This design comes from an exercise in tuning for small area on the open sky130 flow, not from production work.
Only simulation tests tie the RTL to the original design; equivalence was not proved.
The clock port is modelled as an ideal driver; clocking choices that lean on that would not hold on a real chip.
No activity file was given, so power comes from the tool's default toggle rates.

// pt6964_engine
module pt6964_engine (
    input  wire        clk,
    input  wire        rst,
    input  wire [15:0] req,
    input  wire        req_valid,
    output wire        req_ready,
    output wire        rsp_valid,
    output wire [1:0]  rsp_status,
    output wire [15:0] rsp_data,
    output wire [3:0]  cs_n,
    output reg         sclk,
    output reg         mosi,
    input  wire        miso,
    input  wire [2:0]  obs_sel,
    output reg  [15:0] obs_data
);
For scale: roughly 360 cells after synthesis, roughly 63 flip-flops, ~65 I/O pins, ~3100 um^2 of cells after synthesis.
export LEC_CHECK = 0
export ABC_AREA = 1
export CAP_MARGIN = 20
export CORE_MARGIN = 2
export CORE_UTILIZATION = 60
export SLEW_MARGIN = 20
create_clock -name core_clock -period 10.0 [get_ports {clk}]
standard.sh (not shown) runs the stock make flow with config.mk's settings and CLKGATE_MAP_FILE= SYNTH_SCRIPT=/design/flow/synth_recipe.tcl, a recipe that flattens the netlist after the stock synthesis.
==> flow/flow/run.sh <==
#!/bin/bash
# Layout flow: the standard ORFS flow (standard.sh) with
#  - synthesis mapping the combinational logic with an area-oriented ABC
#    script (flow/abc_min.script); registers are mapped as in standard synthesis
#  - sky130_fd_sc_hd__buf_1 as the port buffer on every input and output
#  - CTS with small clock buffers and no dummy loads
set -euo pipefail
W=$(pwd)
export FLOW_WORK=$W
sed "s|SYNTH_SCRIPT=[^ ]*|SYNTH_SCRIPT=$W/flow/synth_wrap.tcl|" standard.sh > std_custom.sh
export BUFFER_PORTS_ARGS="-buffer_cell sky130_fd_sc_hd__buf_1"
export CTS_ARGS="-repair_clock_nets -dont_use_dummy_load -buf_list sky130_fd_sc_hd__clkbuf_4"
bash std_custom.sh > flow_make.log 2>&1
==> flow/flow/abc_s1.script <==
strash
&get -n
&deepsyn -T 25 -S 1
&put
&get -n
&nf -p -R 1000
&put
==> flow/flow/abc_s2.script <==
strash
&get -n
&deepsyn -T 25 -S 2
&put
&get -n
&nf -p -R 1000
&put
==> flow/flow/abc_s3.script <==
strash
&get -n
&deepsyn -T 25 -S 3
&put
&get -n
&nf -p -R 1000
&put
==> flow/flow/abc_s4.script <==
strash
&get -n
&deepsyn -T 25 -S 4
&put
&get -n
&nf -p -R 1000
&put
==> flow/flow/synth_wrap.tcl <==
proc abc {args} {
  set rest {}
  set lib ""
  set skip 0
  set prev ""
  foreach a $args {
    if {$skip} { set skip 0; continue }
    if {$a eq "-script"} { set skip 1; continue }
    if {$prev eq "-liberty" && $lib eq ""} { set lib $a }
    lappend rest $a
    set prev $a
  }
  design -save abc_pre
  set best_area 1e18
  set best_script ""
  foreach sc [lsort [glob $::env(FLOW_WORK)/flow/abc_s*.script]] {
    design -load abc_pre
    yosys abc -script $sc {*}$rest
    set rpt [tee -q -s result.string stat -liberty $lib]
    if {[regexp {Chip area for module[^:]*:\s*([0-9.]+)} $rpt -> area]} {
      puts "abc script $sc: area $area"
      if {$area < $best_area} {
        set best_area $area
        set best_script $sc
        design -save abc_best
      }
    }
  }
  puts "abc: kept $best_script (area $best_area)"
  design -load abc_best
}
source $::env(FLOW_WORK)/synth_recipe.tcl
Edit:
--- a/flow/flow/run.sh
+++ b/flow/flow/run.sh
@@ -12 +12 @@
-export CTS_ARGS="-repair_clock_nets -dont_use_dummy_load -buf_list sky130_fd_sc_hd__clkbuf_4"
+export CTS_ARGS="-sink_clustering_enable -repair_clock_nets -dont_use_dummy_load -sink_clustering_size 5 -buf_list sky130_fd_sc_hd__clkbuf_4"
--- a/flow/config.mk
+++ b/flow/config.mk
@@ -11 +11,2 @@
-export CORE_UTILIZATION = 60
+export CORE_UTILIZATION = 75
+export PLACE_DENSITY = 0.8
Result: The changed run finished clean; first-iteration DRC count increases by well over a third; final cell count decreases by a few percent; total power increases slightly; worst setup slack gets worse by 0.13 ns; count of clock-buffer cells in the layout does not change; register-to-register slack gets worse by 0.08 ns; fmax decreases by a few percent; wire length increases by a few percent; non-clock buffer count decreases by 2.
Edit:
--- a/flow/flow/run.sh
+++ b/flow/flow/run.sh
@@ -12 +12 @@
-export CTS_ARGS="-sink_clustering_enable -repair_clock_nets -dont_use_dummy_load -sink_clustering_size 5 -buf_list sky130_fd_sc_hd__clkbuf_4"
+export CTS_ARGS="-sink_clustering_enable -repair_clock_nets -dont_use_dummy_load -sink_clustering_size 6 -sink_clustering_max_diameter 40 -buf_list {sky130_fd_sc_hd__clkbuf_4 sky130_fd_sc_hd__clkbuf_8}"
--- a/flow/config.mk
+++ b/flow/config.mk
@@ -11,2 +11 @@
-export CORE_UTILIZATION = 75
-export PLACE_DENSITY = 0.8
+export CORE_UTILIZATION = 60
Final area went up by 2.7%.
Count of clock-buffer cells in the layout does not change.
Maximum frequency went up by 2.7%.
Total power went up by 5.7%.
Sequential cell count is unchanged.
Setup slack gains 0.15 ns.
Final cell count went up by 4.6%.
Edit:
--- a/flow/flow/run.sh
+++ b/flow/flow/run.sh
@@ -12 +12,2 @@
-export CTS_ARGS="-sink_clustering_enable -repair_clock_nets -dont_use_dummy_load -sink_clustering_size 6 -sink_clustering_max_diameter 40 -buf_list {sky130_fd_sc_hd__clkbuf_4 sky130_fd_sc_hd__clkbuf_8}"
+export CTS_ARGS="-sink_clustering_enable -repair_clock_nets -dont_use_dummy_load -buf_list sky130_fd_sc_hd__clkbuf_4"
+export POST_CTS_TCL=$W/flow/post_cts.tcl
==> flow/flow/abc_s3a.script (new file) <==
strash
&get -n
&deepsyn -J 200 -T 600 -S 3
&put
&get -n
&nf -p -R 1000
&put
==> flow/flow/post_cts.tcl (new file) <==
# After CTS: a clock buffer that drives more than 8 clock sinks is resized
# from clkbuf_4 to clkbuf_8, to keep the flip-flop clock-pin slew low.
set block [ord::get_db_block]
foreach inst [$block getInsts] {
  if {[[$inst getMaster] getName] ne "sky130_fd_sc_hd__clkbuf_4"} { continue }
  set oterm [$inst findITerm X]
  if {$oterm eq "NULL"} { continue }
  set net [$oterm getNet]
  if {$net eq "NULL"} { continue }
  set fanout [expr {[llength [$net getITerms]] - 1}]
  if {$fanout > 8} {
    puts "post_cts: [$inst getName] drives $fanout pins, resized to clkbuf_8"
    replace_cell [get_cells [$inst getName]] sky130_fd_sc_hd__clkbuf_8
  }
}
estimate_parasitics -placement
--- a/flow/config.mk
+++ b/flow/config.mk
@@ -9 +9 @@
-export CAP_MARGIN = 20
+export CAP_MARGIN = 0
@@ -12 +12 @@
-export SLEW_MARGIN = 20
+export SLEW_MARGIN = 0
removed: flow/flow/abc_s1.script
removed: flow/flow/abc_s2.script
removed: flow/flow/abc_s3.script
removed: flow/flow/abc_s4.script
Outcome: Clock skew hardly moves. Wire length grows by 3.3%. Clock power shrinks by 20%. Final cell count shrinks by 4.0%. Power shrinks by 31%. Non-clock buffer count shrinks by 2. Via count shrinks by 1.1%.

-- static timing again, ports no longer ideal --
Ports are ideal in the flow. The routed layouts listed here were re-timed in OpenROAD. Step 1, drivers: a clkbuf_16 drives clk and a buf_2 each remaining input, both assumed. Step 2 times the ports against the registers' clock, not the clock port: input delays grow and output delays shrink by t, the midpoint of the rising clock arrivals with the driver on. a / b / c = no drivers / after step 1 / after step 2; a / b = the first two.
| run | t, ns | slack for setup (ns) | hold WS [ns] | worst setup path at the end | worst data-port slew with drivers (ns) |
|---|---|---|---|---|---|
| the first run | 0.435 | 4.520 / 4.490 / 4.490 | 0.489 / 0.489 / 0.489 | input to output | 0.03 |
| the second run | 0.431 | 4.392 / 4.355 / 4.355 | 0.481 / 0.481 / 0.481 | input to output | 0.04 |
| the third run | 0.368 | 4.540 / 4.512 / 4.512 | 0.486 / 0.486 / 0.486 | input to output | 0.03 |
| the fourth run | 0.446 | 4.231 / 4.205 / 4.205 | 0.465 / 0.465 / 0.465 | input to output | 0.03 |
After both steps every run listed still meets setup and hold. For the second run, which loses most, drivers alone change the setup slack by -0.037 ns; drivers and shift together by -0.037 ns.
